What follows belongs to an exercise in optimizing a design on an open flow for small area and a short achievable clock period; a production flow would make more cautious choices.
Only simulation tests tie the RTL to the original design; equivalence was not proved.
Power figures rest on the tool's default switching activity, not on a simulated workload.

File: flow/standard.sh
#!/bin/bash
# synth_recipe.tcl (not shown) runs the flow's synth.tcl, then flattens the netlist and writes it again
# the make line also repeats each setting of config.mk as NAME=value (left out here)
make -C /OpenROAD-flow-scripts/flow DESIGN_CONFIG=/design/flow/config.mk WORK_HOME=/design/flow/orfs CLKGATE_MAP_FILE= SYNTH_SCRIPT=/design/flow/synth_recipe.tcl "${@:-finish}"
File: flow/constraint.sdc
create_clock -name core_clock -period 12.0 [get_ports {clk}]
set_input_delay 2.4000 -clock core_clock [delete_from_list [all_inputs] [get_ports {clk}]]
set_output_delay 2.4000 -clock core_clock [all_outputs]
set_load 0.01 [all_outputs]
File: flow/design.v
module hfp8_enc_pre (
    input  wire [30:0] a,         
    input  wire [6:0]  ebias,     
    output wire [8:0]  s1,        
    output wire [7:0]  top,       
    output wire        lo         
);
    wire [7:0] e   = a[30:23];
    wire       hid = |e;
    assign s1  = {1'b0, e} + {2'b00, ebias} + 9'd1;
    assign top = hid ? {1'b1, a[22:16]} : a[22:15];
    assign lo  = (|a[14:0]) | (hid & a[15]);
endmodule
module hfp8_enc_lane (
    input  wire [8:0]  s1,        
    input  wire [7:0]  top,       
    input  wire        lo,        
    input  wire [2:0]  ebits,     
    input  wire [2:0]  r,         
    input  wire [5:0]  mh,        
    input  wire [6:0]  mmask,     
    input  wire [6:0]  hm,        
    output wire [6:0]  qp,        
    output wire        up,        
    output wire        ovf,       
    output wire        inexact    
);
    wire        e_ge1  = s1[8] | (s1[7] & (|s1[6:0]));       
    wire        normal = s1[8] | (s1[7] & (|s1[6:1]));       
    wire        zero   = !s1[8] && !s1[7] && ((s1[6:3] != 4'hF) || (s1[2:0] <= ebits));
    assign      ovf    = s1[8] | (s1[7] & (|(s1[6:0] & hm)));
    wire [2:0]  u  = e_ge1 ? r : (ebits - s1[2:0]);
    wire [14:0] w  = {top, 7'd0} >> u;
    wire [6:0]  n      = zero ? 7'd0 : w[14:8];
    wire        guard  = !zero && w[7];
    wire        sticky = lo || (zero ? (|top) : (|w[6:0]));
    reg  [6:0]  eh;                              
    integer k;
    always @(*) begin
        eh = 7'd0;
        for (k = 0; k < 6; k = k + 1)
            eh = eh | ((s1[6:0] << (k + 1)) & {7{mh[k]}});
    end
    assign qp      = normal ? (eh | (n & mmask)) : n;
    assign up      = guard & (sticky | n[0]);
    assign inexact = guard | sticky;
endmodule
module hfp8_dec_lane (
    input  wire        sign,
    input  wire [11:0] al,
    input  wire [6:0]  nb,       
    output wire [14:0] f
);
    wire [5:0]  E  = al[11:6];
    wire [5:0]  mt = al[5:0];
    wire        ez = (E == 6'd0);
    reg [2:0] lz;
    always @(*) begin
        casez (mt)
            6'b1?????: lz = 3'd0;
            6'b01????: lz = 3'd1;
            6'b001???: lz = 3'd2;
            6'b0001??: lz = 3'd3;
            6'b00001?: lz = 3'd4;
            6'b000001: lz = 3'd5;
            default:   lz = 3'd6;
        endcase
    end
    wire       sub_norm = ({4'd0, lz} < nb);         
    wire [7:0] exp_n    = {2'b0, E} + {1'b0, nb};
    wire [7:0] exp_s    = sub_norm ? ({1'b0, nb} - {5'd0, lz}) : 8'd0;
    wire [3:0] sh_s     = sub_norm ? ({1'b0, lz} + 4'd1) : nb[3:0];
    wire [5:0] fr_s     = mt << sh_s;
    wire       zero = ez && (mt == 6'd0);
    wire [7:0] expo = ez ? exp_s : exp_n;
    wire [5:0] fr   = ez ? fr_s : mt;
    assign f = zero ? {sign, 14'd0} : {sign, expo, fr};
endmodule
module hfp8_codec (
    input  wire         clk,
    input  wire         rst,         
    input  wire         in_valid,
    input  wire         mode,        
    input  wire [2:0]   ebits,
    input  wire [7:0]   ebias,
    input  wire [31:0]  maxpos,      
    input  wire [127:0] din,
    output wire         out_valid,
    output wire         err,
    output wire [127:0] dout
);
    genvar i;
    wire [94:0] pre;             
    wire [39:0] dcodes = {din[31:0], 8'd0};
    generate
        for (i = 0; i < 5; i = i + 1) begin : s1pre
            wire [31:0] x = (i == 4) ? maxpos : din[32*i +: 32];
            wire [8:0]  s1;
            wire [7:0]  top;
            wire        lo;
            hfp8_enc_pre u_pre (.a(x[30:0]), .ebias(ebias[6:0]), .s1(s1), .top(top), .lo(lo));
            if (i == 4) begin : m
                assign pre[19*i +: 19] = {x[31], s1, top, lo};
            end else begin : l
                wire [9:0] dc = dcodes[39 - 10*i -: 10];
                assign pre[19*i +: 19] = mode ? {dc[9], s1, dc[8:0]} : {x[31], s1, top, lo};
            end
        end
    endgenerate
    reg         s1_valid;
    reg         s1_mode;
    reg [2:0]   s1_ebits;
    reg [7:0]   s1_ebias;
    reg [2:0]   p_r;         
    reg [5:0]   p_mh;        
    reg [6:0]   p_mmask;     
    reg [6:0]   p_hm;        
    reg [5:0]   p_rh;        
    reg [94:0]  s1_x;
    always @(posedge clk) begin
        if (rst)
            s1_valid <= 1'b0;
        else
            s1_valid <= in_valid;
        s1_mode  <= mode;
        s1_ebits <= ebits;
        s1_ebias <= ebias;
        p_r      <= ebits - 3'd1;
        p_mh     <= 6'd1 << (3'd6 - ebits);
        p_mmask  <= {1'b0, 5'h1F >> (ebits - 3'd1), 1'b1};    
        p_hm     <= {1'b1, 5'h1F << (ebits - 3'd1), 1'b0};
        p_rh     <= 6'd1 << (ebits - 3'd1);
        s1_x     <= pre;
    end
    wire [31:0] s1_codes = {s1_x[18], s1_x[8:0], s1_x[37], s1_x[27:19],
                            s1_x[56], s1_x[46:38], s1_x[75], s1_x[65]};
    wire [6:0] mq;
    wire       mup, movf, minexact;
    hfp8_enc_lane u_encm (
        .s1(s1_x[93:85]), .top(s1_x[84:77]), .lo(s1_x[76]),
        .ebits(s1_ebits), .r(p_r), .mh(p_mh), .mmask(p_mmask), .hm(p_hm),
        .qp(mq), .up(mup), .ovf(movf), .inexact(minexact)
    );
    wire perr = (s1_ebits == 3'd0) || (s1_ebits == 3'd7) || (s1_ebias == 8'd0) || s1_ebias[7]
             || (!s1_mode && (s1_x[94] || ((s1_x[84:77] == 8'd0) && !s1_x[76])));
    wire [51:0] s2_d;        
    generate
        for (i = 0; i < 4; i = i + 1) begin : s2lane
            wire [18:0] x = s1_x[19*i +: 19];
            wire [6:0]  qp;
            wire        up, ovf;
            hfp8_enc_lane u_enc (
                .s1(x[17:9]), .top(x[8:1]), .lo(x[0]),
                .ebits(s1_ebits), .r(p_r), .mh(p_mh), .mmask(p_mmask), .hm(p_hm),
                .qp(qp), .up(up), .ovf(ovf), .inexact()
            );
            wire [7:0] c = s1_codes[8*i +: 8];
            reg [11:0] al;
            integer k;
            always @(*) begin
                al = 12'd0;
                for (k = 0; k < 6; k = k + 1)
                    al = al | (({5'd0, c[6:0]} << k) & {12{p_rh[k]}});
            end
            assign s2_d[13*i +: 13] = s1_mode ? {c[7], al} : {x[18], qp, up, ovf, 3'b000};
        end
    endgenerate
    reg         s2_valid;
    reg         s2_mode;
    reg         s2_perr;
    reg         s2_movf;
    reg         s2_minexact;
    reg [6:0]   s2_nb;       
    reg [6:0]   s2_mq;
    reg         s2_mup;
    reg [51:0]  s2_lane;
    always @(posedge clk) begin
        if (rst)
            s2_valid <= 1'b0;
        else
            s2_valid <= s1_valid;
        s2_mode     <= s1_mode;
        s2_perr     <= perr;
        s2_movf     <= movf;
        s2_minexact <= minexact;
        s2_nb       <= ~s1_ebias[6:0];
        s2_mq       <= mq;
        s2_mup      <= mup;
        s2_lane     <= s2_d;
    end
    wire param_err = s2_perr || (!s2_mode && (s2_movf || ((s2_mq == 7'h7F) && s2_minexact)));
    wire [6:0]  mq1 = s2_mq + 7'd1;
    wire [6:0]  cm  = s2_mup ? mq1 : s2_mq;
    wire [31:0] codes;
    wire [59:0] dec;
    generate
        for (i = 0; i < 4; i = i + 1) begin : s3lane
            wire [12:0] l   = s2_lane[13*i +: 13];
            wire [6:0]  qp  = l[11:5];
            wire        up  = l[4];
            wire        ovf = l[3];
            wire [6:0]  q   = qp + {6'd0, up};
            wire [7:0]  d   = {1'b0, qp} - {1'b0, s2_mq};
            wire        ge  = !d[7];
            wire        gt  = ge && (d[6:0] != 7'd0);
            wire        gt1 = ge && (d[6:1] != 6'd0);
            wire        sel = ovf || ((up == s2_mup) ? gt : up ? ge : gt1);
            assign codes[8*i +: 8] = {l[12], sel ? cm : q};
            hfp8_dec_lane u_dec (.sign(l[12]), .al(l[11:0]), .nb(s2_nb), .f(dec[15*i +: 15]));
        end
    endgenerate
    reg          s3_valid;
    reg          s3_err;
    reg [31:0]   s3_lo;      
    reg [44:0]   s3_hi;      
    always @(posedge clk) begin
        if (rst)
            s3_valid <= 1'b0;
        else
            s3_valid <= s2_valid;
        s3_err <= param_err;
        s3_lo  <= param_err ? 32'd0 : s2_mode ? {dec[14:0], 17'd0} : codes;
        s3_hi  <= (s2_mode && !param_err) ? dec[59:15] : 45'd0;
    end
    assign out_valid = s3_valid;
    assign err       = s3_err;
    assign dout      = {s3_hi[44:30], 17'd0, s3_hi[29:15], 17'd0, s3_hi[14:0], 17'd0, s3_lo};
endmodule
File: flow/config.mk
export PLATFORM = sky130hd
export DESIGN_NAME = hfp8_codec
export DESIGN_NICKNAME = hfp8_codec
export VERILOG_FILES = /design/flow/design.v
export SDC_FILE = /design/flow/constraint.sdc
export NUM_CORES = 4
export LEC_CHECK = 0
export ABC_AREA = 1
export CAP_MARGIN = 20
export CORE_MARGIN = 2
export CORE_UTILIZATION = 60
export SLEW_MARGIN = 20
File: flow/flow/run.sh
#!/bin/bash
set -euo pipefail
bash standard.sh SETUP_SLACK_MARGIN=8.5 "BUFFER_PORTS_ARGS=-buffer_cell sky130_fd_sc_hd__buf_1" finish \
    > standard_flow.log 2>&1
==> results of run 1 <==
[state kept, by name (all words and copies together) (netlist names), 3 cells and up]
name	count
s1_ebias	8
p_r	3
s2_lane	52
s2_nb	7
p_rh	6
p_mh	6
s2_mq	7
p_mmask	4
s1_ebits	3
s3_hi	45
s1_x	95
s3_lo	32
[logic make-up (layout without fill, tap and decap cells)]
logic type	count (synthesis)	count (layout)	synth area share [%]
simple gates	1259	1259	28.74
compound gates	592	592	17.73
xor+xnor	84	84	3.721
flops	278	278	28.15
fa+ha+maj	162	162	11.09
other cells	1	53	0.01897
buf+inv	497	718	10.56
[cell usage in the layout (no fill, tap or decap), types with 13 or more instances in the layout]
cell	instances
ha_1	126
o211ai_1	17
clkbuf_2	21
buf_1	225
a21oi_2	15
buf_4	26
clkbuf_16	29
nand4_1	35
o21ai_1	25
dfxtp_1	270
a21oi_1	195
nor2_1	208
a221oi_1	17
nor4_1	26
xnor2_1	23
conb_1	51
nor3_1	25
inv_2	31
nand2_2	28
nand2_1	564
nand3b_1	17
o21ai_2	21
nand3_2	13
fa_1	15
xor2_1	61
nand3_1	278
o22ai_1	90
o21ai_0	127
inv_1	333
[layout make-up]
cell class / instances / area [um^2] / area share, %
Antenna cell: 2 / 5.005 / 0.02212
Clock buffer: 37 / 835.8 / 3.693
Clock inverter: 16 / 210.2 / 0.9288
Inverter: 385 / 1506 / 6.657
Multi-Input combinational cell: 2148 / 12720 / 56.19
Sequential cell: 278 / 5588 / 24.69
Tap cell: 442 / 553.0 / 2.444
Timing Repair Buffer: 280 / 1216 / 5.374
[synthesized netlist by cell type, drive strengths merged (3+ instances only)]
library cell / instances
a2111oi: 8
a211oi: 6
a21boi: 7
a21oi: 210
a221oi: 17
a22oi: 3
a31o: 4
a31oi: 15
and2: 7
buf: 66
clkbuf: 46
clkinv: 10
dfxtp: 278
fa: 22
ha: 140
inv: 375
nand2: 605
nand3: 295
nand3b: 17
nand4: 35
nor2: 213
nor3: 26
nor3b: 4
nor4: 27
o2111ai: 9
o211ai: 17
o21ai: 174
o21bai: 12
o221ai: 10
o22ai: 90
o31ai: 3
or2: 25
or4: 4
xnor2: 23
xor2: 61
[power by group]
part | switching (mW) | internal, mW | total [mW]
sequential | 0.141 | 1.04 | 1.18
combinational | 1.16 | 0.625 | 1.79
clock | 0.392 | 0.579 | 0.971
[repair_timing]
item,in CTS,in global routing
setup endpoints to repair,74,82
pin swaps,0,11
buffers inserted,0,17
gates resized for setup,27,73
[through the flow]
step	area, um^2	hold WS (ps)	utilization (%)
floorplan	20300	352.6	-
global placement	21210	373.4	65.35
detailed placement	21210	374.6	65.35
CTS	22290	381.5	68.67
global route	22630	402.5	69.72
finish	22630	378.8	69.73
[worst paths after layout]
check                    to  slack, ps
setup reg to reg  s3_hi[31]       8610
hold / removal     s2_nb[4]        380
setup / recovery   dout[27]       8530
hold reg to reg    s2_nb[4]        380
[per-layer routing]
metal | up-vias | GRT usage [%] | share of wire, %
met2 | 1194 | 63.43 | 46
met3 | 305 | 5.968 | 9.0
met4 | 2 | 25.89 | 7.6
met1 | 9704 | 45.23 | 38
met5 | - | 0 | 0.016
li1 | 10123 | - | -
==> key figures, run 1 <==
Run status
  • Status: timing/DRC/antenna clean

Die
  • I/O pin total: approximately 310
  • Core box area: 0.03245 mm^2
  • Die area: roughly 0.034 mm^2
  • Std-Cell Rows: 66
  • Die W: between 150 and 200 um
  • Die height: about 190 um
  • Initial Utilization: 60.92%

Logic synthesis
  • Share of synthesized registers carrying an async set or reset: 0%
  • Seq/Total Area, Yosys: 28.15%
  • Yosys Warn Count: 3
  • Post-Synthesis Cells: ~2900
  • Main synth FF type: dfxtp_1
  • Yosys reg bits: about 280
  • Synth Area per Inst: 6.882 um^2
  • Distinct cells, synth: between 60 and 70
  • Biggest area consumer among synthesized cells: dfxtp_1
  • Area contributors post-synth: dfxtp_1, nand2_1, ha_1, nand3_1, inv_1
  • Area of the mapped netlist: 0.01977 mm^2
  • Yosys top cell area share: 28.15%
  • EDFF count, synth: 0

Final layout
  • Fill count: 2766
  • Layout cell share with drive strength beyond 1: 9.733%
  • Area Growth Syn to Fin: 14.46%
  • Final non-filler cell total: roughly 3600
  • Nets: around 3500

Timing
  • Worst-margin pin slew: approximately 1200 ps
  • RSZ-0062 raised after global routing: yes
  • TNS Setup: 0 ps
  • Min cycle time layout: about 3500 ps
  • Slew Limit Fails: 0
  • FMAX: roughly 290 MHz
  • Final period util: between 20% and 30%
  • Final setup viols: 0
  • Final hold vios: 0
  • Clock Skews: approximately 22 ps
  • PnR worst setup slack: approximately 8500 ps
  • Relative slew slack: 17.20%

Clock tree
  • H-tree lvl count: 1
  • Total CTS buffers: 29
  • Reg clk slew, reported paths: 70 ps
  • Worst skew pair latency: slightly below 600 ps
  • CTS tree: yes
  • Clock root buffer: clkbuf_16
  • Cts hold-fix bufs: 0
  • # clock sinks: roughly 280
  • Maximum clock insertion buffer count: 3

Setup path
  • Crit. Startpoint: s3_lo[27]
  • Slowest CP cell: dfxtp_1
  • Worst path max stage delay: 330 ps
  • Worst R2R Start: s2_lane[44]
  • Critical Path AT: between 1000 and 1500 ps
  • Crit path depth: 1
  • Crit Path Class: register to primary output
  • Cell class contributing the biggest share of worst-path delay: flip-flops
  • Cell Chain, Critical Path: buf_1
  • CP Max Fanout: 1
  • Critical Path Start Type: register
  • FF-to-FF path depth: 21
  • Critical Path RT: 9600 ps
  • CP endpoint kind: primary output
  • Worst path bufs/invs: 1

Global route
  • Antenna violations before repair: 3
  • Number of global-route vias before repair: ~20000
  • Total grt overflow: 0
  • GRT Total Usage: a little under two fifths
  • First-pass GRT wire length: between 100000 and 150000 um
  • Largest net degree at the start of global routing: 47

Pwr
  • Overall power: 3.935 mW
  • Max VDD drop: 0.1297 mV
  • Static leakage: about 10 nW
  • Power density cells: 173.9 mW/mm^2

Place
  • Pre-CTS setup slack: approximately 7400 ps
  • Port Buffer Count: between 200 and 300
  • Hpwl dp: roughly 53000 um
  • Placer Congestion: ~1.0
  • Cells after DPL: between 3000 and 4000

Hold path
  • Worst hold-check path type: register to register
  • Min-Delay Startpoint: s1_ebias[4]
  • Hold path cells: 1

Routing
  • Drt wl/cell: between 15 and 20 um
  • Initial detailed-routing violation count: approximately 2000
  • Residual DRC: 0
  • Final WL: around 67000 um
  • Vias: 21328
  • Remaining antenna violation count: 0
  • Via density: 5.944
  • First drt pass iteration count: 6

Job
  • Max Cap Viol: 0
==> inputs of run 2 (changes only) <==
--- a/flow/design.v
+++ b/flow/design.v
@@ -17,8 +17,6 @@
     input  wire        lo,        
     input  wire [2:0]  ebits,     
     input  wire [2:0]  r,         
-    input  wire [5:0]  mh,        
-    input  wire [6:0]  mmask,     
     input  wire [6:0]  hm,        
     output wire [6:0]  qp,        
     output wire        up,        
@@ -30,18 +28,12 @@
     wire        zero   = !s1[8] && !s1[7] && ((s1[6:3] != 4'hF) || (s1[2:0] <= ebits));
     assign      ovf    = s1[8] | (s1[7] & (|(s1[6:0] & hm)));
     wire [2:0]  u  = e_ge1 ? r : (ebits - s1[2:0]);
-    wire [14:0] w  = {top, 7'd0} >> u;
+    wire [13:0] y  = normal ? {s1[6:0], top[6:0]} : {6'd0, top};
+    wire [20:0] w  = {y, 7'd0} >> u;
     wire [6:0]  n      = zero ? 7'd0 : w[14:8];
     wire        guard  = !zero && w[7];
     wire        sticky = lo || (zero ? (|top) : (|w[6:0]));
-    reg  [6:0]  eh;                              
-    integer k;
-    always @(*) begin
-        eh = 7'd0;
-        for (k = 0; k < 6; k = k + 1)
-            eh = eh | ((s1[6:0] << (k + 1)) & {7{mh[k]}});
-    end
-    assign qp      = normal ? (eh | (n & mmask)) : n;
+    assign qp      = n;
     assign up      = guard & (sticky | n[0]);
     assign inexact = guard | sticky;
 endmodule
@@ -112,8 +104,6 @@
     reg [2:0]   s1_ebits;
     reg [7:0]   s1_ebias;
     reg [2:0]   p_r;         
-    reg [5:0]   p_mh;        
-    reg [6:0]   p_mmask;     
     reg [6:0]   p_hm;        
     reg [5:0]   p_rh;        
     reg [94:0]  s1_x;
@@ -126,9 +116,7 @@
         s1_ebits <= ebits;
         s1_ebias <= ebias;
         p_r      <= ebits - 3'd1;
-        p_mh     <= 6'd1 << (3'd6 - ebits);
-        p_mmask  <= {1'b0, 5'h1F >> (ebits - 3'd1), 1'b1};    
-        p_hm     <= {1'b1, 5'h1F << (ebits - 3'd1), 1'b0};
+        p_hm     <= 7'h7F << ebits;
         p_rh     <= 6'd1 << (ebits - 3'd1);
         s1_x     <= pre;
     end
@@ -138,7 +126,7 @@
     wire       mup, movf, minexact;
     hfp8_enc_lane u_encm (
         .s1(s1_x[93:85]), .top(s1_x[84:77]), .lo(s1_x[76]),
-        .ebits(s1_ebits), .r(p_r), .mh(p_mh), .mmask(p_mmask), .hm(p_hm),
+        .ebits(s1_ebits), .r(p_r), .hm(p_hm),
         .qp(mq), .up(mup), .ovf(movf), .inexact(minexact)
     );
     wire perr = (s1_ebits == 3'd0) || (s1_ebits == 3'd7) || (s1_ebias == 8'd0) || s1_ebias[7]
@@ -151,7 +139,7 @@
             wire        up, ovf;
             hfp8_enc_lane u_enc (
                 .s1(x[17:9]), .top(x[8:1]), .lo(x[0]),
-                .ebits(s1_ebits), .r(p_r), .mh(p_mh), .mmask(p_mmask), .hm(p_hm),
+                .ebits(s1_ebits), .r(p_r), .hm(p_hm),
                 .qp(qp), .up(up), .ovf(ovf), .inexact()
             );
             wire [7:0] c = s1_codes[8*i +: 8];
==> key figures, run 2 <==
Run status
  • Status: timing/DRC/antenna clean

Final layout
  • Most common cell after layout, fill and taps aside: nand2_1
  • # diodes: 0
  • Biggest register: s1_x
  • Biggest regs: s1_x: 95 flops, s2_lane: 52 flops, s3_hi: 45 flops
  • Nets: 3447
  • Largest register FFs: 95
  • Layout cell share with drive strength beyond 1: approximately 9.3%
  • Commonest non-fill, non-tap cells in the layout: nand2_1, inv_1, dfxtp_1
  • Area Growth Syn to Fin: 14.88%

Setup path
  • Slowest CP cell: dfxtp_1
  • Worst path bufs/invs: 1
  • Worst reg2reg endpoint: s3_hi[34]
  • CP Max Fanout: 1
  • Setup slack, reg-to-reg: between 8000 and 9000 ps
  • CP endpoint kind: primary output
  • Crit Path Class: register to primary output
  • Critical Path RT: between 9000 and 10000 ps
  • FF-to-FF path depth: 22
  • Critical Path AT: 1060 ps
  • Critical Path Start Type: register
  • Cell class contributing the biggest share of worst-path delay: flip-flops
  • Cell Chain, Critical Path: buf_1
  • Worst path max stage delay: roughly 320 ps
  • Worst R2R Start: s2_lane[44]

Timing
  • Final hold slack: around 410 ps
  • Final setup viols: 0
  • TNS Setup: 0 ps
  • Relative slew slack: a little under two fifths
  • Min cycle time layout: 3463 ps
  • FMAX: roughly 290 MHz
  • Final hold vios: 0
  • Slew Limit Fails: 0
  • Final period util: 28.86%
  • PnR worst setup slack: around 8500 ps
  • RSZ-0062 raised after global routing: no
  • Clock Skews: around 16 ps
  • Worst-margin pin slew: 926.9 ps

Clock tree
  • Reg clk slew, reported paths: around 60 ps
  • Cts hold-fix bufs: 0
  • Clock root buffer: clkbuf_16
  • Maximum clock insertion buffer count: 3
  • Total CTS buffers: 31
  • # clock sinks: about 280
  • Worst skew pair latency: slightly below 600 ps
  • CTS tree: yes
  • H-tree lvl count: 1

Logic synthesis
  • Yosys top cell area share: between 20% and 30%
  • Synth Area in Compound Gates: a little under a fifth
  • Share of synthesized registers carrying an async set or reset: 0%
  • Count leader, synth: nand2_1
  • Biggest area consumer among synthesized cells: dfxtp_1
  • Post-Synth Simple-Gate Area: 27.71%
  • Synth Area per Inst: a little under 7 um^2
  • Area contributors post-synth: dfxtp_1, nand2_1, ha_1, inv_1, nand3_1
  • Post-synthesis adder-cell area fraction: between 10 and 15%
  • Area of the mapped netlist: 0.01959 mm^2
  • Post-Synthesis Cells: approximately 2900
  • Main combinational cell family by area after synthesis: simple AND/OR/NAND/NOR gates
  • Main synth FF type: dfxtp_1
  • Mux contribution to synthesized area: 0%
  • Synth top cells by count: nand2_1, inv_1, dfxtp_1
  • Seq/Total Area, Yosys: 28.10%
  • Yosys reg bits: between 200 and 300
  • Yosys Warn Count: 2
  • EDFF count, synth: 0
  • Distinct cells, synth: 66
  • XOR/XNOR Fraction of Synth Area: under 10%

Global route
  • GRT Total Usage: between 30 and 40%
  • Number of global-route vias before repair: around 19000
  • Largest net degree at the start of global routing: 44
  • Total grt overflow: 0
  • Antenna violations before repair: 0
  • First-pass GRT wire length: 97390 um

Hold path
  • Worst Hold End: s3_valid
  • Worst hold-check path type: register to register
  • Hold path cells: 2
  • Min-Delay Startpoint: s2_valid

Routing
  • Vias: ~21000
  • Residual DRC: 0
  • First drt pass iteration count: 9
  • Remaining antenna violation count: 0
  • Via density: about 5.8
  • Final WL: 64280 um
  • Initial detailed-routing violation count: 2065
  • Drt wl/cell: between 15 and 20 um

Job
  • Max Cap Viol: 0

Pwr
  • Static leakage: between 10 and 15 nW
  • Max VDD drop: between 0.1 and 0.15 mV
  • Overall power: about 4.3 mW
  • Power density cells: about 190 mW/mm^2

Die
  • Die height: about 180 um
  • Core box area: roughly 0.032 mm^2
  • I/O pin total: approximately 310
  • Die W: 184.7 um
  • Std-Cell Rows: 66
  • Initial Utilization: around three fifths
  • Die area: 0.03411 mm^2

Place
  • Placer Congestion: 1.042
  • Port Buffer Count: approximately 250
  • Hpwl dp: 49220 um
  • Pre-CTS setup slack: around 7500 ps
run 2: cell count changes after synthesis, moves of 25 or more:
cell | previous run | this run
nor2_1 | 211 | 236
o211ai_1 | 17 | 44
o22ai_1 | 90 | 50
o21ai_0 | 144 | 175
nand3_1 | 284 | 231
nand2_1 | 569 | 606
run 2: layer usage:
layer  share of wire, %  up-vias  wire (um)  track usage, %
met5                  0        -          0               0
li1                   -     9989          -               -
met4                6.6        0       4241           21.87
met1                 39     9502      24850           43.00
met3                8.4      268       5393           5.157
met2                 46     1077      29790           60.93
run 2: worst max-delay path by stage:
stage	depth (start not counted)	end	startpoint	slack, ps
finish	1	dout[11]	s3_lo[11]	8540
global route	22	s3_hi[34]	s2_lane[44]	8400
CTS	11	s1_x[16]	ebias[1]	8500
detailed placement	11	s1_x[16]	ebias[1]	7460
global placement	11	s1_x[16]	ebias[1]	7540
floorplan	10	s1_x[16]	ebias[2]	8370
run 2: what timing repair did:
item                                    in CTS  in global routing
buffers inserted                             2                 24
gates resized for setup                     28                 77
endpoints found under the hold margin        0                  0
cloned                                       0                  3
endpoints found under the setup margin      47                 69
pin swaps                                    1                  9
run 2: through the flow:
| step | util [%] | std cells | area, um^2 |
|---|---|---|---|
| floorplan | - | 2906 | 20030 |
| global placement | 64.36 | 3491 | 20830 |
| detailed placement | 64.36 | 3491 | 20830 |
| CTS | 68.01 | 3551 | 22020 |
| global route | 69.52 | 3578 | 22500 |
| finish | 69.52 | 3578 | 22500 |
run 2: area by class of cell:
class	instances	area, um^2
clock buffer	37	848.3
clock inverter	21	261.5
inverter	376	1483
fill	2845	9868
timing repair inverter	1	5.005
tap	442	553.0
timing repair buffer	288	1289
multi-input combinational	2138	12540
sequential	275	5527
run 2: where the power goes:
part / internal [mW] / leakage, nW / switching, mW
clock: 0.599 / 0.547 / 0.412
sequential: 1.04 / 2.29 / 0.160
combinational: 0.744 / 7.60 / 1.30
total: 2.38 / 10.4 / 1.87
run 2: logic make-up after synthesis:
kind of cell | after synthesis
AOI/OAI and AO/OA | 600
xor gates and xnor gates | 84
adders and majority gates | 161
buffers and inverters | 495
DFF | 275
other | 1
and+or+nand+nor | 1240
==> inputs of run 3 (changes only) <==
==> flow/flow/run.sh (replaced) <==
#!/bin/bash
set -euo pipefail
bash standard.sh SETUP_SLACK_MARGIN=8.6 "BUFFER_PORTS_ARGS=-buffer_cell sky130_fd_sc_hd__buf_1" finish \
    > standard_flow.log 2>&1
--- a/flow/config.mk
+++ b/flow/config.mk
@@ -8,5 +8,5 @@
 export ABC_AREA = 1
 export CAP_MARGIN = 20
 export CORE_MARGIN = 2
-export CORE_UTILIZATION = 60
+export CORE_UTILIZATION = 50
 export SLEW_MARGIN = 20
==> key figures, run 3 <==
Run status
  • Status: timing/DRC/antenna clean

Place
  • Placed cell area: about 0.021 mm^2
  • Port Buffer Count: roughly 250
  • Placer Congestion: about 0.96
  • Cells after DPL: 3570
  • Hpwl dp: approximately 52000 um

Setup path
  • Cell class contributing the biggest share of worst-path delay: flip-flops
  • Worst path bufs/invs: 1
  • Cell Chain, Critical Path: buf_2
  • CP endpoint kind: primary output
  • Slowest CP cell: dfxtp_1
  • Crit Path Class: register to primary output
  • Worst path max stage delay: 310 ps
  • Critical Path RT: 9600 ps
  • Critical Path Start Type: register
  • CP Max Fanout: 1
  • Critical Path AT: 1020 ps

Die
  • I/O pin total: roughly 310
  • Die area: ~0.041 mm^2
  • Die W: between 200 and 250 um
  • Std-Cell Rows: 72
  • Die height: between 200 and 250 um
  • Core box area: just under 0.04 mm^2
  • Initial Utilization: 50.69%

Logic synthesis
  • EDFF count, synth: 0
  • Synth top cells by count: nand2_1, inv_1, dfxtp_1
  • Yosys reg bits: ~280
  • Area contributors post-synth: dfxtp_1, nand2_1, ha_1, inv_1, nand3_1
  • Yosys top cell area share: between 20 and 30%
  • Synth Area per Inst: ~6.9 um^2
  • Biggest area consumer among synthesized cells: dfxtp_1
  • Main synth FF type: dfxtp_1
  • Seq/Total Area, Yosys: 28.10%
  • Yosys Warn Count: 2
  • Distinct cells, synth: between 60 and 70
  • Post-Synthesis Cells: 2856
  • Count leader, synth: nand2_1
  • Area of the mapped netlist: ~0.02 mm^2
  • Share of synthesized registers carrying an async set or reset: 0%

Job
  • Max Cap Viol: 0

Final layout
  • Register area: roughly 0.0056 mm^2
  • Footprint of the multi-input gates: between 0.01 and 0.015 mm^2
  • Biggest register: s1_x
  • Biggest regs: s1_x: 95 flops, s2_lane: 52 flops, s3_hi: 45 flops
  • Most common cell after layout, fill and taps aside: nand2_1
  • Layout cell share with drive strength beyond 1: between 10% and 20%
  • Area Growth Syn to Fin: 16.91%
  • Nets: between 3000 and 4000
  • Design area: between 0.02 and 0.025 mm^2
  • # diodes: 0
  • Commonest non-fill, non-tap cells in the layout: nand2_1, inv_1, dfxtp_1
  • Largest register FFs: 95
  • Final non-filler cell total: about 3700
  • Fill count: roughly 3800

Timing
  • TNS Setup: 0 ps
  • Final hold slack: slightly above 400 ps
  • Clock Skews: between 10 and 15 ps
  • Slew Limit Fails: 0
  • RSZ-0062 raised after global routing: yes
  • Final setup viols: 0
  • Worst-margin pin slew: between 900 and 1000 ps
  • Min cycle time layout: between 3000 and 4000 ps
  • FMAX: 292.3 MHz
  • Final hold vios: 0
  • Final period util: around 29%
  • Relative slew slack: 35.60%

Routing
  • Drt wl/cell: roughly 18 um
  • Via density: around 5.5
  • Remaining antenna violation count: 0
  • Residual DRC: 0
  • First drt pass iteration count: 5
  • Initial detailed-routing violation count: 1260
  • Vias: about 20000
  • Final WL: between 60000 and 70000 um

Pwr
  • Power density cells: 184.8 mW/mm^2
  • Overall power: approximately 4.2 mW
  • Static leakage: ~11 nW
  • Max VDD drop: around 0.11 mV

Global route
  • Number of global-route vias before repair: 18812
  • Antenna violations before repair: 1
  • GRT Total Usage: between 30% and 40%
  • Total grt overflow: 0
  • Largest net degree at the start of global routing: 43
  • First-pass GRT wire length: 100100 um

Clock tree
  • Worst skew pair latency: a little under 600 ps
  • CTS tree: yes
  • Reg clk slew, reported paths: roughly 60 ps
  • Clock root buffer: clkbuf_16
  • Maximum clock insertion buffer count: 3
  • # clock sinks: ~280
  • Cts hold-fix bufs: 0
  • Total CTS buffers: 31
  • H-tree lvl count: 1

Hold path
  • Worst hold-check path type: register to register
-- run 3: cell counts after synthesis --
No cell type changed its count.
-- run 3: cells by family after synthesis --
family	count (synthesis)	share of synthesized area (%)
AO/OA/AOI/OAI	600	18.20
XOR/XNOR	84	3.756
adder cells (fa/ha/maj)	161	11.13
buffers and inverters	495	11.08
flip-flops	275	28.10
other	1	0.01914
AND/OR/NAND/NOR	1240	27.71
-- run 3: area by class of cell --
type	instances	share of cell area [%]
Clock buffer	44	4.037
Clock inverter	14	0.7539
Inverter	376	6.441
Multi-Input combinational cell	2139	54.70
Sequential cell	275	24.30
Tap cell	518	2.830
Timing Repair Buffer	296	6.906
Timing Repair inverter	1	0.03278
-- run 3: worst paths after layout --
path          startpoint        end  slack (ps)  depth (start not counted)
max reg2reg  s2_lane[31]  s3_hi[20]        8710                         21
min             s2_valid   s3_valid         410                          2
min reg2reg     s2_valid   s3_valid         410                          2
max            s3_lo[29]   dout[29]        8580                          1
-- run 3: through the flow --
step                utilization (%)  worst slack, ps
global route                  59.26             8527
finish                        59.26             8579
detailed placement            54.21             7438
CTS                           58.01             8553
global placement              54.21             7510
floorplan                         -             8365
-- run 3: report_power, final --
part / internal, mW / total (mW) / leakage, nW / switching [mW]
combinational: 0.753 / 2.04 / 7.94 / 1.29
clock: 0.601 / 1.00 / 0.531 / 0.398
sequential: 1.04 / 1.19 / 2.30 / 0.155
total: 2.39 / 4.23 / 10.8 / 1.84
-- run 3: what timing repair did --
action	in CTS	in global routing
buffers inserted	11	20
pin swaps	6	15
resized for setup	143	91
setup endpoints to repair	147	125
cloned	2	2
-- run 3: worst min-delay path: cells and delay by family (launching register included) --
family	cells	cell delay, ps
flip-flops	1	300
buffers and inverters	1	40
AND/OR/NAND/NOR	1	30
-- run 3: per-layer routing --
layer	vias up	track usage (%)	share of wire (%)
met5	-	0	0
met4	0	16.47	5.5
met3	174	3.628	6.6
met2	779	52.12	46
met1	9316	38.46	41
li1	10022	-	-
==> inputs of run 4 (changes only) <==
==> flow/flow/run.sh (replaced) <==
#!/bin/bash
set -euo pipefail
bash standard.sh SETUP_SLACK_MARGIN=8.6 \
    "BUFFER_PORTS_ARGS=-buffer_cell sky130_fd_sc_hd__buf_1" \
    "CTS_ARGS=-sink_clustering_enable -repair_clock_nets -dont_use_dummy_load" \
    finish > standard_flow.log 2>&1
==> key figures, run 4 <==
Run status
  • Status: timing/DRC/antenna clean

Setup path
  • Critical Path RT: between 9000 and 10000 ps
  • Crit Path Class: register to primary output
  • Critical Path Start Type: register
  • CP Max Fanout: 1
  • Cell class contributing the biggest share of worst-path delay: flip-flops
  • Critical Path AT: 1010 ps
  • Slowest CP cell: dfxtp_2
  • CP endpoint kind: primary output
  • Worst path bufs/invs: 1
  • Worst path max stage delay: approximately 320 ps
  • Cell Chain, Critical Path: buf_6

Clock tree
  • Reg clk slew, reported paths: about 60 ps
  • H-tree lvl count: 1
  • CTS tree: yes
  • Worst skew pair latency: between 500 and 600 ps
  • Total CTS buffers: 31
  • Maximum clock insertion buffer count: 3
  • Clock root buffer: clkbuf_16
  • # clock sinks: roughly 280

Pwr
  • Comb power frac: 50.9%
  • Sw Pwr: 1.797 mW
  • Sw Ratio: between 40% and 50%
  • Overall power: a little over 4 mW
  • Power density cells: 178.5 mW/mm^2
  • Fraction of power consumed by the clock network: 19.6%
  • Internal Power: 2.252 mW
  • Sequential share of power: 29.5%
  • Max VDD drop: around 0.10 mV
  • Static leakage: between 10 and 15 nW

Timing
  • RSZ-0062 raised after global routing: yes
  • Min cycle time layout: about 3400 ps
  • Final setup viols: 0
  • Final hold slack: ~400 ps
  • Final period util: 28.42%
  • Slew Limit Fails: 0
  • Final hold vios: 0
  • Relative slew slack: around 37%
  • FMAX: 293.2 MHz
  • Clock Skews: between 30 and 40 ps
  • TNS Setup: 0 ps
  • Worst-margin pin slew: between 900 and 1000 ps

Final layout
  • Biggest register: s1_x
  • Nets: 3459
  • Fill count: 3769
  • Area Growth Syn to Fin: 15.78%
  • Largest register FFs: 95
  • # diodes: 0
  • Design area: 0.02268 mm^2
  • Most common cell after layout, fill and taps aside: nand2_1
  • Commonest non-fill, non-tap cells in the layout: nand2_1, inv_1, dfxtp_1
  • Biggest regs: s1_x: 95 flops, s2_lane: 52 flops, s3_hi: 45 flops
  • Layout cell share with drive strength beyond 1: between 10 and 15%

Logic synthesis
  • Yosys Warn Count: 2
  • Main synth FF type: dfxtp_1
  • EDFF count, synth: 0
  • Yosys reg bits: 275
  • Distinct cells, synth: 66
  • Post-Synthesis Cells: about 2900
  • Yosys top cell area share: between 20 and 30%
  • Area contributors post-synth: dfxtp_1, nand2_1, ha_1, inv_1, nand3_1
  • Synth Area per Inst: around 6.9 um^2
  • Count leader, synth: nand2_1
  • Biggest area consumer among synthesized cells: dfxtp_1
  • Synth top cells by count: nand2_1, inv_1, dfxtp_1
  • Share of synthesized registers carrying an async set or reset: 0%
  • Seq/Total Area, Yosys: between 20% and 30%
  • Area of the mapped netlist: 0.01959 mm^2

Global route
  • GRT Total Usage: approximately 31%
  • Number of global-route vias before repair: 18746
  • First-pass GRT wire length: about 100000 um
  • Antenna violations before repair: 1
  • Total grt overflow: 0
  • Largest net degree at the start of global routing: between 40 and 50

Job
  • Max Cap Viol: 0

Die
  • Core box area: 0.03865 mm^2
  • Initial Utilization: approximately half
  • I/O pin total: 305
  • Die height: 201.9 um
  • Die area: ~0.04 mm^2
  • Die W: about 200 um
  • Std-Cell Rows: 72

Routing
  • Final WL: between 60000 and 70000 um
  • First drt pass iteration count: 5
  • Remaining antenna violation count: 0
  • Vias: a little over 20000
  • Via density: about 5.5
  • Met1 WL: approximately 27000 um
  • DR top layer: met4
  • Drt wl/cell: around 18 um
  • Residual DRC: 0
  • Initial detailed-routing violation count: around 1300
  • Met2 WL: between 30000 and 40000 um
  • WL met3: approximately 4000 um

Place
  • Placer Congestion: roughly 0.96
  • Hpwl dp: between 50000 and 60000 um
  • Port Buffer Count: 253
  • Placed cell area: around 0.021 mm^2

Hold path
  • Worst hold-check path type: register to register
==> run 4: cell counts after synthesis <==
No cell type changed its count.
==> run 4: repair_timing <==
action | in CTS | in global routing
hold buffers | 0 | 0
gates resized for setup | 142 | 104
cloned | 1 | 3
pin swaps | 6 | 18
setup endpoints to repair | 148 | 118
setup buffers | 9 | 25
==> run 4: cell type report <==
type,count,area (um^2),area share (%)
repair buffers,299,1617,7.128
multi-input cells,2139,12590,55.52
repair inverters,1,7.507,0.03310
well taps,518,648.1,2.858
flip-flops and latches,275,5563,24.53
inverters,376,1478,6.516
clock buffers,31,775.7,3.420
==> run 4: stage by stage <==
step	utilization [%]	std cells	worst slack, ps
after floorplan	-	2906	8365
after global placement	54.21	3570	7510
after detailed placement	54.21	3570	7438
after CTS	57.11	3611	8565
after global routing	58.68	3639	8548
final	58.68	3639	8590
==> run 4: power groups by stage <==
stage	Sequential (mW)	Clock [mW]	Combinational (mW)
after floorplan	1.15	0	1.48
after global placement	1.20	0	1.86
after global routing	1.20	0.847	2.31
after CTS	1.19	0.806	1.93
after detailed placement	1.20	0	1.89
final	1.20	0.792	2.06
==> run 4: final timing paths <==
kind	start	endpoint	slack, ps	depth (start not counted)
worst min register to register	s2_valid	s3_valid	400	2
worst max-delay path	s3_hi[9]	dout[58]	8590	1
worst min-delay path	s2_valid	s3_valid	400	2
worst max register to register	s2_lane[31]	s3_hi[20]	8650	21
==> run 4: layer usage <==
| layer | global-route usage [%] | vias up |
|---|---|---|
| li1 | - | 9991 |
| met1 | 38.44 | 9287 |
| met2 | 51.77 | 751 |
| met3 | 3.708 | 160 |
| met4 | 16.20 | 0 |
| met5 | 0 | - |
==> run 4: kinds of logic (layout without fill, tap and decap cells) <==
family | Yosys count | after routing | share of synthesized area [%]
xor gates and xnor gates | 84 | 84 | 3.756
DFF | 275 | 275 | 28.10
buffers and inverters | 495 | 707 | 11.08
and+or+nand+nor | 1240 | 1242 | 27.71
AOI/OAI and AO/OA | 600 | 601 | 18.20
other | 1 | 51 | 0.01914
adders and majority gates | 161 | 161 | 11.13
==> inputs of run 5 (changes only) <==
==> flow/flow/run.sh (replaced) <==
#!/bin/bash
set -euo pipefail
bash standard.sh SETUP_SLACK_MARGIN=8.5 \
    "BUFFER_PORTS_ARGS=-buffer_cell sky130_fd_sc_hd__buf_1" \
    "CTS_ARGS=-sink_clustering_enable -repair_clock_nets -dont_use_dummy_load" \
    finish > standard_flow.log 2>&1
==> key figures, run 5 <==
Timing
  • Final setup viols: 0
  • Final hold vios: 0
  • Clock Skews: roughly 48 ps
  • Min cycle time layout: 3455 ps
  • TNS Setup: 0 ps
  • FMAX: approximately 290 MHz
  • Final period util: ~29%
  • Slew Limit Fails: 0
  • Worst-margin pin slew: just under 900 ps
  • RSZ-0062 raised after global routing: yes
  • Relative slew slack: roughly two fifths

Setup path
  • CP Max Fanout: 1
  • Cell class contributing the biggest share of worst-path delay: flip-flops
  • Cell Chain, Critical Path: buf_1
  • Critical Path AT: approximately 1100 ps
  • Crit Path Class: register to primary output
  • Critical Path Start Type: register
  • Critical Path RT: between 9000 and 10000 ps
  • CP endpoint kind: primary output
  • Worst path max stage delay: ~310 ps
  • Slowest CP cell: dfxtp_1
  • Worst path bufs/invs: 1

Final layout
  • Area Growth Syn to Fin: 13.22%
  • Layout cell share with drive strength beyond 1: ~8%
  • Fill count: ~3800
  • # diodes: 0
  • Final non-filler cell total: between 3000 and 4000
  • Commonest non-fill, non-tap cells in the layout: nand2_1, inv_1, dfxtp_1
  • Nets: about 3400
  • Largest register FFs: 95
  • Biggest register: s1_x
  • Most common cell after layout, fill and taps aside: nand2_1
  • Final Core Density: 57.39%
  • Biggest regs: s1_x: 95 flops, s2_lane: 52 flops, s3_hi: 45 flops

Place
  • Port Buffer Count: around 250
  • Placer Congestion: about 0.97
  • Hpwl dp: ~52000 um
  • Cells after DPL: 3570

Clock tree
  • H-tree lvl count: 1
  • CTS tree: yes
  • Clock root buffer: clkbuf_16
  • Maximum clock insertion buffer count: 3
  • Worst skew pair latency: 590 ps
  • Total CTS buffers: 31
  • # clock sinks: 275
  • Cts hold-fix bufs: 0
  • Reg clk slew, reported paths: 60 ps

Logic synthesis
  • EDFF count, synth: 0
  • Post-Synthesis Cells: roughly 2900
  • Count leader, synth: nand2_1
  • Share of synthesized registers carrying an async set or reset: 0%
  • Yosys top cell area share: about 28%
  • Yosys reg bits: ~280
  • Synth Area per Inst: a little under 7 um^2
  • Area of the mapped netlist: around 0.020 mm^2
  • Area contributors post-synth: dfxtp_1, nand2_1, ha_1, inv_1, nand3_1
  • Seq/Total Area, Yosys: between 20% and 30%
  • Yosys Warn Count: 2
  • Distinct cells, synth: 66
  • Biggest area consumer among synthesized cells: dfxtp_1
  • Synth top cells by count: nand2_1, inv_1, dfxtp_1
  • Main synth FF type: dfxtp_1

Global route
  • First-pass GRT wire length: between 100000 and 150000 um
  • GRT Total Usage: 31.28%
  • Number of global-route vias before repair: approximately 19000
  • Antenna violations before repair: 1
  • Total grt overflow: 0
  • Largest net degree at the start of global routing: 44

Routing
  • Final WL: between 60000 and 70000 um
  • Initial detailed-routing violation count: around 1300
  • Drt wl/cell: roughly 18 um
  • Vias: around 20000
  • Residual DRC: 0
  • Met1 WL: around 27000 um
  • Remaining antenna violation count: 0
  • Via density: ~5.6
  • WL met3: 4285 um
  • First drt pass iteration count: 6
  • Met2 WL: 30500 um
  • DR top layer: met4

Die
  • Core box area: between 0.03 and 0.04 mm^2
  • Die area: about 0.041 mm^2
  • Die height: 201.9 um
  • Std-Cell Rows: 72
  • Die W: 201.9 um
  • Initial Utilization: around half
  • I/O pin total: about 300

Pwr
  • Power density cells: about 180 mW/mm^2
  • Static leakage: slightly above 10 nW
  • Max VDD drop: approximately 0.12 mV

Job
  • Max Cap Viol: 0

Run status
  • Status: timing/DRC/antenna clean

Hold path
  • Worst hold-check path type: register to register
==> run 5: cell count changes in the layout (fill, tap and decap cells not counted), moves of 4 or more <==
cell | before | now
buf_1 | 164 | 245
buf_2 | 57 | 1
buf_4 | 43 | 31
buf_6 | 26 | 2
dfxtp_1 | 241 | 267
dfxtp_2 | 28 | 2
nand2_1 | 594 | 598
==> run 5: power by group <==
part	switching (mW)	leakage [nW]	internal [mW]
Sequential	0.153	2.29	1.04
Clock	0.342	0.382	0.446
Combinational	1.28	7.58	0.725
==> run 5: logic make-up after synthesis <==
| logic type | after synthesis | share of synthesized area [%] |
|---|---|---|
| other | 1 | 0.01914 |
| AO/OA/AOI/OAI | 600 | 18.20 |
| flip-flops | 275 | 28.10 |
| buffers and inverters | 495 | 11.08 |
| adder cells (fa/ha/maj) | 161 | 11.13 |
| XOR/XNOR | 84 | 3.756 |
| AND/OR/NAND/NOR | 1240 | 27.71 |
==> run 5: worst paths after layout <==
path	endpoint	cells past startpoint	from	slack (ps)
min reg2reg	s2_valid	2	s1_valid	400
max	dout[60]	1	s3_hi[11]	8550
min	s2_valid	2	s1_valid	400
max reg2reg	s3_hi[20]	21	s2_lane[31]	8660
==> run 5: per-stage QoR <==
| stage | instance area [um^2] | hold WS, ps | total power [mW] | setup WS [ps] |
|---|---|---|---|---|
| global route | 22180 | 425.9 | 4.299 | 8423 |
| detailed placement | 20950 | 396.0 | 3.103 | 7409 |
| CTS | 21860 | 403.2 | 3.916 | 8500 |
| global placement | 20950 | 392.1 | 3.067 | 7511 |
| floorplan | 20030 | 329.0 | 2.625 | 8365 |
| finish | 22180 | 403.4 | 3.988 | 8545 |
==> run 5: cell type report <==
cell class                 count  area, um^2  area share, %
timing repair inverter         2       10.01        0.04513
multi-input combinational   2140       12490          56.34
clock buffer                  31       775.7          3.498
inverter                     376        1475          6.651
tap                          518       648.1          2.922
timing repair buffer         286        1245          5.613
sequential                   275        5530          24.94
==> run 5: repair_timing <==
action	4_1_cts	5_1_grt
cloned	1	5
buffers inserted	6	15
pin swaps	2	7
gates resized for setup	40	47
endpoints found under the setup margin	49	61
==> run 5: metal layers <==
metal | track usage, % | up-vias
li1 | - | 9980
met1 | 38.98 | 9377
met2 | 52.87 | 797
met3 | 3.644 | 175
met4 | 16.91 | 0
met5 | 0 | -
==> inputs of run 6 (changes only) <==
==> flow/flow/run.sh (replaced) <==
#!/bin/bash
set -euo pipefail
bash standard.sh SETUP_SLACK_MARGIN=8.4 \
    "BUFFER_PORTS_ARGS=-buffer_cell sky130_fd_sc_hd__buf_1" \
    "CTS_ARGS=-sink_clustering_enable -repair_clock_nets -dont_use_dummy_load" \
    finish > standard_flow.log 2>&1
==> key figures, run 6 <==
Run status
  • Status: timing/DRC/antenna clean

Global route
  • Number of global-route vias before repair: roughly 19000
  • First-pass GRT wire length: about 99000 um
  • Total grt overflow: 0
  • GRT Total Usage: a little under a third
  • Antenna violations before repair: 0
  • Largest net degree at the start of global routing: 44

Routing
  • Vias: just over 20000
  • Initial detailed-routing violation count: 1553
  • Remaining antenna violation count: 0
  • Drt wl/cell: around 18 um
  • Final WL: approximately 64000 um
  • First drt pass iteration count: 10
  • Residual DRC: 0
  • Via density: about 5.6

Logic synthesis
  • Yosys Warn Count: 2
  • Share of synthesized registers carrying an async set or reset: 0%
  • Post-Synthesis Cells: 2856
  • Area contributors post-synth: dfxtp_1, nand2_1, ha_1, inv_1, nand3_1
  • Yosys top cell area share: 28.10%
  • Yosys reg bits: 275
  • Seq/Total Area, Yosys: between 20 and 30%
  • Main synth FF type: dfxtp_1
  • Synth Area per Inst: around 7 um^2
  • EDFF count, synth: 0
  • Distinct cells, synth: 66
  • Area of the mapped netlist: 0.01959 mm^2
  • Count leader, synth: nand2_1
  • Synth top cells by count: nand2_1, inv_1, dfxtp_1
  • Biggest area consumer among synthesized cells: dfxtp_1

Setup path
  • Critical Path AT: between 3000 and 4000 ps
  • Cell mode on critical path: inv_1
  • Cell Chain, Critical Path: buf_1, inv_1, ha_1, inv_1, fa_2, a31oi_1, o21ai_1, xor2_1
  • Slowest CP cell: fa_2
  • Critical Path Start Type: input pin
  • Crit Path Class: input pin to register
  • Worst path max stage delay: 360 ps
  • CP Max Fanout: 3
  • CP endpoint kind: register
  • Critical Path RT: approximately 12000 ps
  • FF-to-FF path depth: 15

Clock tree
  • # clock sinks: ~280
  • Reg clk slew, reported paths: ~60 ps
  • Maximum clock insertion buffer count: 3
  • Total CTS buffers: 30
  • Clock root buffer: clkbuf_16
  • H-tree lvl count: 1
  • CTS tree: yes
  • Worst skew pair latency: roughly 590 ps

Final layout
  • Final non-filler cell total: 3618
  • Final Core Density: a little under three fifths
  • Biggest regs: s1_x: 95 flops, s2_lane: 52 flops, s3_hi: 45 flops
  • Design area: between 0.02 and 0.025 mm^2
  • Largest register FFs: 95
  • Layout cell share with drive strength beyond 1: ~7%
  • Nets: about 3400
  • # diodes: 0
  • Area Growth Syn to Fin: 11.93%
  • Biggest register: s1_x
  • Most common cell after layout, fill and taps aside: nand2_1
  • Commonest non-fill, non-tap cells in the layout: nand2_1, inv_1, dfxtp_1

Die
  • Die area: between 0.04 and 0.05 mm^2
  • Std-Cell Rows: between 70 and 80
  • I/O pin total: around 300
  • Core box area: just under 0.04 mm^2
  • Die height: slightly above 200 um
  • Initial Utilization: between 50% and 60%
  • Die W: between 200 and 250 um

Timing
  • RSZ-0062 raised after global routing: yes
  • Final period util: between 20% and 30%
  • Final hold vios: 0
  • Min cycle time layout: about 3500 ps
  • Final setup viols: 0
  • TNS Setup: 0 ps
  • Slew Limit Fails: 0
  • FMAX: 286.8 MHz
  • Relative slew slack: between 40% and 50%
  • Worst-margin pin slew: about 830 ps
  • Clock Skews: between 60 and 70 ps

Place
  • Port Buffer Count: 253
  • Cells after DPL: roughly 3600
  • Placer Congestion: around 0.97
  • Hpwl dp: 51300 um
  • Placed cell area: between 0.02 and 0.025 mm^2

Hold path
  • Worst hold-check path type: register to register
  • Hold path cells: 1

Pwr
  • Power density cells: between 150 and 200 mW/mm^2
  • Static leakage: a little over 10 nW
  • Overall power: about 3.9 mW
  • Max VDD drop: between 0.1 and 0.15 mV

Job
  • Max Cap Viol: 0
==> run 6: layout make-up <==
cell class / instances / area, um^2
clock buffers: 30 / 750.7
fillers: 3846 / 16720
inverters: 376 / 1449
multi-input cells: 2138 / 12380
flip-flops and latches: 275 / 5528
well taps: 518 / 648.1
repair buffers: 281 / 1170
==> run 6: timing repair <==
item | 4_1_cts | 5_1_grt
pin swaps | 0 | 3
cloned | 0 | 2
hold buffers | 0 | 0
endpoints found under the setup margin | 40 | 41
buffers inserted | 4 | 12
gates resized for setup | 23 | 42
==> run 6: kinds of logic after synthesis <==
| family | share of synthesized area [%] |
|---|---|
| xor gates and xnor gates | 3.756 |
| AOI/OAI and AO/OA | 18.20 |
| buffers and inverters | 11.08 |
| adders and majority gates | 11.13 |
| DFF | 28.10 |
| and+or+nand+nor | 27.71 |
| other | 0.01914 |
==> run 6: layer usage <==
| layer | wire length (um) | up-vias | GRT usage, % |
|---|---|---|---|
| met4 | 3624 | 0 | 15.18 |
| met5 | 0 | - | 0 |
| met2 | 29970 | 754 | 52.11 |
| li1 | - | 9942 | - |
| met3 | 3704 | 174 | 3.483 |
| met1 | 26980 | 9274 | 38.23 |
==> run 6: path summary, 6_finish.rpt <==
kind / startpoint / to / slack (ps)
worst max-delay path: din[23] / s1_x[15] / 8510
worst min-delay path: s1_ebias[5] / s2_nb[5] / 380
worst max register to register: s2_nb[0] / s3_hi[35] / 8550
worst min register to register: s1_ebias[5] / s2_nb[5] / 380
==> run 6: worst max-delay path: cells and delay by family <==
family / cells / cell delay, ps
compound gates: 2 / 490
buf+inv: 3 / 300
xor+xnor: 1 / 160
fa+ha+maj: 2 / 550
==> run 6: where the power goes <==
group	internal (mW)	switching (mW)	total, mW	leakage [nW]
clock	0.433	0.332	0.765	0.370
combinational	0.710	1.26	1.97	7.48
sequential	1.04	0.154	1.19	2.29
total	2.18	1.75	3.93	10.1
==> run 6: per-stage QoR <==
stage | hold WS [ps] | setup slack (ps)
final | 382.8 | 8514
after global routing | 393.7 | 8353
after CTS | 380.6 | 8319
after detailed placement | 395.0 | 7411
after global placement | 388.4 | 7454
after floorplan | 329.0 | 8365
==> inputs of run 7 (changes only) <==
==> flow/flow/run.sh (replaced) <==
#!/bin/bash
set -euo pipefail
bash standard.sh SETUP_SLACK_MARGIN=8.3 \
    "BUFFER_PORTS_ARGS=-buffer_cell sky130_fd_sc_hd__buf_1" \
    "CTS_ARGS=-sink_clustering_enable -repair_clock_nets -dont_use_dummy_load" \
    finish > standard_flow.log 2>&1
==> key figures, run 7 <==
Run status
  • Status: timing/DRC/antenna clean

Global route
  • GRT Total Usage: a little under a third
  • Antenna violations before repair: 0
  • Total grt overflow: 0
  • Number of global-route vias before repair: between 15000 and 20000
  • First-pass GRT wire length: around 100000 um
  • Largest net degree at the start of global routing: 44

Clock tree
  • Maximum clock insertion buffer count: 3
  • H-tree lvl count: 1
  • # clock sinks: roughly 280
  • Worst skew pair latency: around 580 ps
  • CTS tree: yes
  • Reg clk slew, reported paths: around 60 ps
  • Total CTS buffers: 31
  • Cts hold-fix bufs: 0
  • Clock root buffer: clkbuf_16

Logic synthesis
  • Yosys reg bits: 275
  • Synth Area per Inst: 6.859 um^2
  • Share of synthesized registers carrying an async set or reset: 0%
  • Main synth FF type: dfxtp_1
  • Area contributors post-synth: dfxtp_1, nand2_1, ha_1, inv_1, nand3_1
  • Post-Synthesis Cells: 2856
  • Yosys top cell area share: between 20% and 30%
  • Distinct cells, synth: between 60 and 70
  • Biggest area consumer among synthesized cells: dfxtp_1
  • Seq/Total Area, Yosys: 28.10%
  • EDFF count, synth: 0
  • Count leader, synth: nand2_1
  • Synth top cells by count: nand2_1, inv_1, dfxtp_1
  • Yosys Warn Count: 2
  • Area of the mapped netlist: approximately 0.02 mm^2

Timing
  • Slew Limit Fails: 0
  • Min cycle time layout: between 3000 and 4000 ps
  • Clock Skews: around 39 ps
  • Worst-margin pin slew: a little under 1000 ps
  • Final hold vios: 0
  • Final period util: 30.03%
  • FMAX: 277.5 MHz
  • RSZ-0062 raised after global routing: yes
  • Relative slew slack: between 30% and 40%
  • Final setup viols: 0
  • TNS Setup: 0 ps

Pwr
  • Max VDD drop: 0.1285 mV
  • Static leakage: slightly above 10 nW
  • Power density cells: about 180 mW/mm^2

Setup path
  • Worst R2R Start: s2_lane[31]
  • Worst reg2reg endpoint: s3_hi[19]
  • Crit path depth: 6
  • Crit path capture: s1_x[27]
  • Cell class contributing the biggest share of worst-path delay: simple AND/OR/NAND/NOR gates
  • CP endpoint kind: register
  • CP Max Fanout: 9
  • Worst path max stage delay: ~530 ps
  • Slowest CP cell: or4_1
  • FF-to-FF path depth: 19
  • Crit Path Class: input pin to register
  • Critical Path RT: 12420 ps
  • Cell mode on critical path: o21ai_0
  • Critical Path Start Type: input pin
  • Crit. Startpoint: din[58]
  • Worst path bufs/invs: 2
  • Cell Chain, Critical Path: buf_1, or4_1, nor2_2, clkinv_2, o21ai_0, o21ai_0
  • Setup slack, reg-to-reg: about 8500 ps
  • Critical Path AT: about 4000 ps

Final layout
  • Commonest non-fill, non-tap cells in the layout: nand2_1, inv_1, dfxtp_1
  • Final non-filler cell total: 3612
  • Area Growth Syn to Fin: 11.24%
  • Layout cell share with drive strength beyond 1: 5.818%
  • # diodes: 0
  • Largest register FFs: 95
  • Final Core Density: 56.38%
  • Biggest register: s1_x
  • Most common cell after layout, fill and taps aside: nand2_1
  • Nets: roughly 3400
  • Biggest regs: s1_x: 95 flops, s2_lane: 52 flops, s3_hi: 45 flops
  • Design area: roughly 0.022 mm^2

Die
  • Std-Cell Rows: 72
  • Die W: about 200 um
  • Die area: slightly above 0.04 mm^2
  • Core box area: between 0.03 and 0.04 mm^2
  • I/O pin total: 305
  • Initial Utilization: about 50%
  • Die height: between 200 and 250 um

Routing
  • Via density: roughly 5.6
  • Drt wl/cell: 17.84 um
  • Remaining antenna violation count: 0
  • Final WL: roughly 64000 um
  • First drt pass iteration count: 8
  • Vias: ~20000
  • Residual DRC: 0
  • Initial detailed-routing violation count: around 1400

Place
  • Hpwl dp: between 50000 and 60000 um
  • Placer Congestion: approximately 1
  • Cells after DPL: approximately 3600
  • Port Buffer Count: around 250
  • Placed cell area: a little over 0.02 mm^2

Hold path
  • Worst hold-check path type: register to register

Job
  • Max Cap Viol: 0
[run 7: cell types whose count changed in the layout (fill, tap and decap cells not counted), sizes merged]
cell and delta:
nand2 -1, clkinvlp -2, inv +2, o21ai -1
clkbuf -1, buf -3
[run 7: through the flow]
step,worst slack (ps),power (mW),hold WS [ps]
global placement,7515,3.064,389.0
CTS,8330,3.897,401.6
global route,8204,4.262,420.1
detailed placement,7445,3.099,393.9
floorplan,8333,2.619,329.0
finish,8396,3.944,400.7
[run 7: cell type report]
class	count	area, um^2
Clock buffer	31	775.7
Tap cell	518	648.1
Inverter	376	1433
Fill cell	3849	16860
Sequential cell	275	5523
Multi-Input combinational cell	2136	12270
Timing Repair Buffer	276	1145
[run 7: kinds of logic (layout without fill, tap and decap cells)]
logic type,after synthesis,count (layout),share of synthesized area [%]
adders and majority gates,161,161,11.13
other,1,51,0.01914
xor gates and xnor gates,84,84,3.756
DFF,275,275,28.10
and+or+nand+nor,1240,1240,27.71
buffers and inverters,495,683,11.08
AOI/OAI and AO/OA,600,600,18.20
[run 7: worst reg2reg max path: cells and delay by family, from the launching register on]
family,cells,cell delay [ps]
AOI/OAI and AO/OA,4,570
and+or+nand+nor,9,1100
adders and majority gates,3,880
DFF,1,390
buffers and inverters,3,430
[run 7: where the power goes]
part	leakage, nW	internal [mW]	switching (mW)
Combinational	7.45	0.699	1.26
Clock	0.382	0.447	0.339
Sequential	2.29	1.04	0.161
[run 7: how the worst min path moves through the flow]
| stage | cells after the start | end | from | slack (ps) |
|---|---|---|---|---|
| 2_1_floorplan | 0 | s2_mode | s1_mode | 330 |
| 3_3_place_gp | 2 | s2_valid | s1_valid | 390 |
| 3_5_place_dp | 2 | s2_valid | s1_valid | 390 |
| 4_1_cts | 2 | s2_valid | s1_valid | 400 |
| 5_1_grt | 1 | s2_nb[4] | s1_ebias[4] | 420 |
| 6_report | 2 | s2_valid | s1_valid | 400 |
[run 7: routing by layer]
layer	share of wire (%)	GRT usage (%)	vias up
met5	0	0	-
met4	5.3	15.34	0
met3	6.3	3.950	159
met2	46	52.79	758
met1	42	38.17	9187
li1	-	-	9943
[run 7: repair_timing]
action / 4_1_cts / 5_1_grt
setup endpoints to repair: 18 / 37
gates resized for setup: 14 / 32
pin swaps: 0 / 2
setup buffers: 0 / 12
==> inputs of run 8 (changes only) <==
==> flow/run.sh (new file) <==
#!/bin/bash
# synth_recipe.tcl (not shown) runs the flow's synth.tcl, then flattens the netlist and writes it again
# the make line also repeats each setting of config.mk as NAME=value (left out here)
make -C /OpenROAD-flow-scripts/flow DESIGN_CONFIG=/design/flow/config.mk WORK_HOME=/design/flow/orfs CLKGATE_MAP_FILE= SYNTH_SCRIPT=/design/flow/synth_recipe.tcl finish
--- a/flow/config.mk
+++ b/flow/config.mk
@@ -9,4 +9,5 @@
 export CAP_MARGIN = 20
 export CORE_MARGIN = 2
 export CORE_UTILIZATION = 50
+export SETUP_SLACK_MARGIN = 5
 export SLEW_MARGIN = 20
removed: flow/flow/run.sh
removed: flow/standard.sh
==> key figures, run 8 <==
Run status
  • Status: timing/DRC/antenna clean

Clock tree
  • # resized after CTS: 0
  • H-tree lvl count: 1
  • Clock root buffer: clkbuf_16
  • Cts hold-fix bufs: 0
  • Reg clk slew, reported paths: around 60 ps
  • Maximum clock insertion buffer count: 3
  • # clock sinks: approximately 280
  • Worst skew pair latency: ~580 ps
  • Total CTS buffers: 31
  • CTS tree: yes
  • Post-CTS Setup Bufs: 0

Die
  • Die area: approximately 0.04 mm^2
  • Std-Cell Rows: 72
  • Die height: 201.9 um
  • Initial Utilization: around 50%
  • I/O pin total: 305
  • Die W: about 200 um
  • Core box area: 0.03865 mm^2

Final layout
  • Commonest non-fill, non-tap cells in the layout: nand2_1, inv_1, dfxtp_1
  • Biggest regs: s1_x: 95 flops, s2_lane: 52 flops, s3_hi: 45 flops
  • Most common cell after layout, fill and taps aside: nand2_1
  • Nets: about 3400
  • Largest register FFs: 95
  • Biggest register: s1_x
  • Layout cell share with drive strength beyond 1: 4.924%
  • Area Growth Syn to Fin: 19.57%
  • Fill count: approximately 3600
  • # diodes: 0

Global route
  • Antenna violations before repair: 1
  • First-pass GRT wire length: around 100000 um
  • Largest net degree at the start of global routing: 44
  • GRT Total Usage: between 30% and 40%
  • Total grt overflow: 0
  • Number of global-route vias before repair: 19294

Logic synthesis
  • Synth top cells by count: nand2_1, inv_1, dfxtp_1
  • Synth Area per Inst: about 6.9 um^2
  • Post-Synthesis Cells: around 2900
  • Share of synthesized registers carrying an async set or reset: 0%
  • Yosys Warn Count: 2
  • Count leader, synth: nand2_1
  • Yosys top cell area share: between 20% and 30%
  • Seq/Total Area, Yosys: 28.10%
  • EDFF count, synth: 0
  • Area of the mapped netlist: roughly 0.020 mm^2
  • Main synth FF type: dfxtp_1
  • Area contributors post-synth: dfxtp_1, nand2_1, ha_1, inv_1, nand3_1
  • Biggest area consumer among synthesized cells: dfxtp_1
  • Distinct cells, synth: 66
  • Yosys reg bits: about 280

Setup path
  • Critical Path Start Type: input pin
  • Critical Path AT: roughly 4800 ps
  • Critical Path RT: roughly 12000 ps
  • Crit. Startpoint: ebias[1]
  • FF-to-FF path depth: 21
  • Crit Path Class: input pin to register
  • CP endpoint kind: register
  • CP Max Fanout: 11
  • Worst R2R Start: s2_lane[31]

Timing
  • Final setup viols: 0
  • FMAX: around 230 MHz
  • Final period util: between 30% and 40%
  • PnR worst setup slack: between 7000 and 8000 ps
  • RSZ-0062 raised after global routing: no
  • Final hold vios: 0
  • Worst-margin pin slew: about 940 ps
  • TNS Setup: 0 ps
  • Slew Limit Fails: 0
  • Clock Skews: approximately 18 ps
  • Relative slew slack: a little under two fifths
  • Min cycle time layout: roughly 4300 ps

Routing
  • Drt wl/cell: around 18 um
  • First drt pass iteration count: 6
  • Residual DRC: 0
  • Remaining antenna violation count: 0
  • Via density: 5.577
  • Final WL: 65010 um
  • Initial detailed-routing violation count: 1396
  • Vias: just over 20000

Place
  • Port Buffer Count: 253
  • Placer Congestion: around 0.96
  • Hpwl dp: roughly 52000 um
  • Pre-CTS setup slack: around 7100 ps

Hold path
  • Hold path cells: 2
  • Min-Delay Startpoint: s1_valid
  • Worst hold-check path type: register to register

Pwr
  • Power density cells: around 180 mW/mm^2
  • Static leakage: 10.82 nW
  • Max VDD drop: ~0.12 mV

Job
  • Max Cap Viol: 0
[run 8: cell counts after synthesis]
No cell type changed its count.
[run 8: kinds of logic after synthesis]
logic type	after synthesis	synth area share (%)
flip-flops	275	28.10
AO/OA/AOI/OAI	600	18.20
AND/OR/NAND/NOR	1240	27.71
XOR/XNOR	84	3.756
adder cells (fa/ha/maj)	161	11.13
buffers and inverters	495	11.08
other	1	0.01914
[run 8: worst max-delay path: stages]
cell and delay [ps]:
clkdlybuf4s50_1 960, ha_1 360, nand3_1 90, nand2_1 80, a21oi_1 130, inv_1 50
a21oi_1 210, inv_1 80, a21oi_1 120, o21ai_0 100, xor2_1 150
[run 8: metrics by stage]
stage | cell area [um^2] | power (mW) | hold WS [ps] | utilization (%) | instances
4_1_cts | 23410 | 4.196 | 409.0 | 60.58 | 3625
2_1_floorplan | 19780 | 2.616 | 329.0 | - | 2906
6_report | 23420 | 4.213 | 406.5 | 60.61 | 3625
3_3_place_gp | 22280 | 3.122 | 388.5 | 57.64 | 3568
5_1_grt | 23420 | 4.531 | 430.8 | 60.61 | 3625
3_5_place_dp | 22280 | 3.159 | 400.5 | 57.64 | 3568
[run 8: final timing paths]
kind | to | slack, ps
max | s1_x[16] | 7710
min | s2_valid | 410
max reg2reg | s3_hi[20] | 8070
min reg2reg | s2_valid | 410
[run 8: area by class of cell]
class | instances | area, um^2 | share of cell area [%]
Clock buffer | 36 | 844.6 | 3.606
Clock inverter | 21 | 292.8 | 1.250
Inverter | 376 | 1414 | 6.036
Multi-Input combinational cell | 2136 | 12110 | 51.70
Sequential cell | 275 | 5505 | 23.50
Tap cell | 518 | 648.1 | 2.767
Timing Repair Buffer | 263 | 2608 | 11.13
[run 8: layer usage]
metal,up-vias,part of all wire (%),track usage [%]
li1,9918,-,-
met1,9334,41,38.40
met2,804,47,54.09
met3,162,6.5,3.757
met4,0,5.0,15.39
met5,-,0,0
[run 8: where the power goes]
part	leakage, nW	total [mW]	internal [mW]	switching (mW)
Sequential	2.28	1.19	1.03	0.159
Clock	0.546	1.03	0.635	0.393
Combinational	7.99	1.99	0.745	1.25

[separate check: timing with driven ports]
No port has a modelled driver above. Below, the same layouts with a new extraction and two added sets of constraints. Step 1 assumes that a clkbuf_16 drives the clock port and a buf_2 every other input. Step 2 moves the port delays by t, midway between the first and last clock arrival at a register: inputs arrive t later, outputs are due t later. That takes back most of the time a late clock gives input paths. Three values: ideal ports, drivers, drivers and shift; two values: the first two.
run | shift t [ns] | setup WS [ns] | worst data-port slew with drivers (ns)
run 1 | 0.633 | 8.531 / 8.476 / 7.942 | 0.06
run 2 | 0.629 | 8.537 / 8.489 / 8.028 | 0.04
run 3 | 0.639 | 8.579 / 8.521 / 8.053 | 0.06
run 4 | 0.623 | 8.590 / 8.533 / 8.068 | 0.06
run 5 | 0.629 | 8.545 / 8.486 / 7.990 | 0.06
run 6 | 0.623 | 8.514 / 8.468 / 7.931 | 0.05
run 7 | 0.617 | 8.396 / 8.433 / 7.816 | 0.07
run 8 | 0.633 | 7.712 / 7.749 / 7.116 | 0.08
After both steps every run listed still meets setup and hold. For run 8, which loses most, drivers alone change the setup slack by +0.037 ns; drivers and shift together by -0.596 ns.
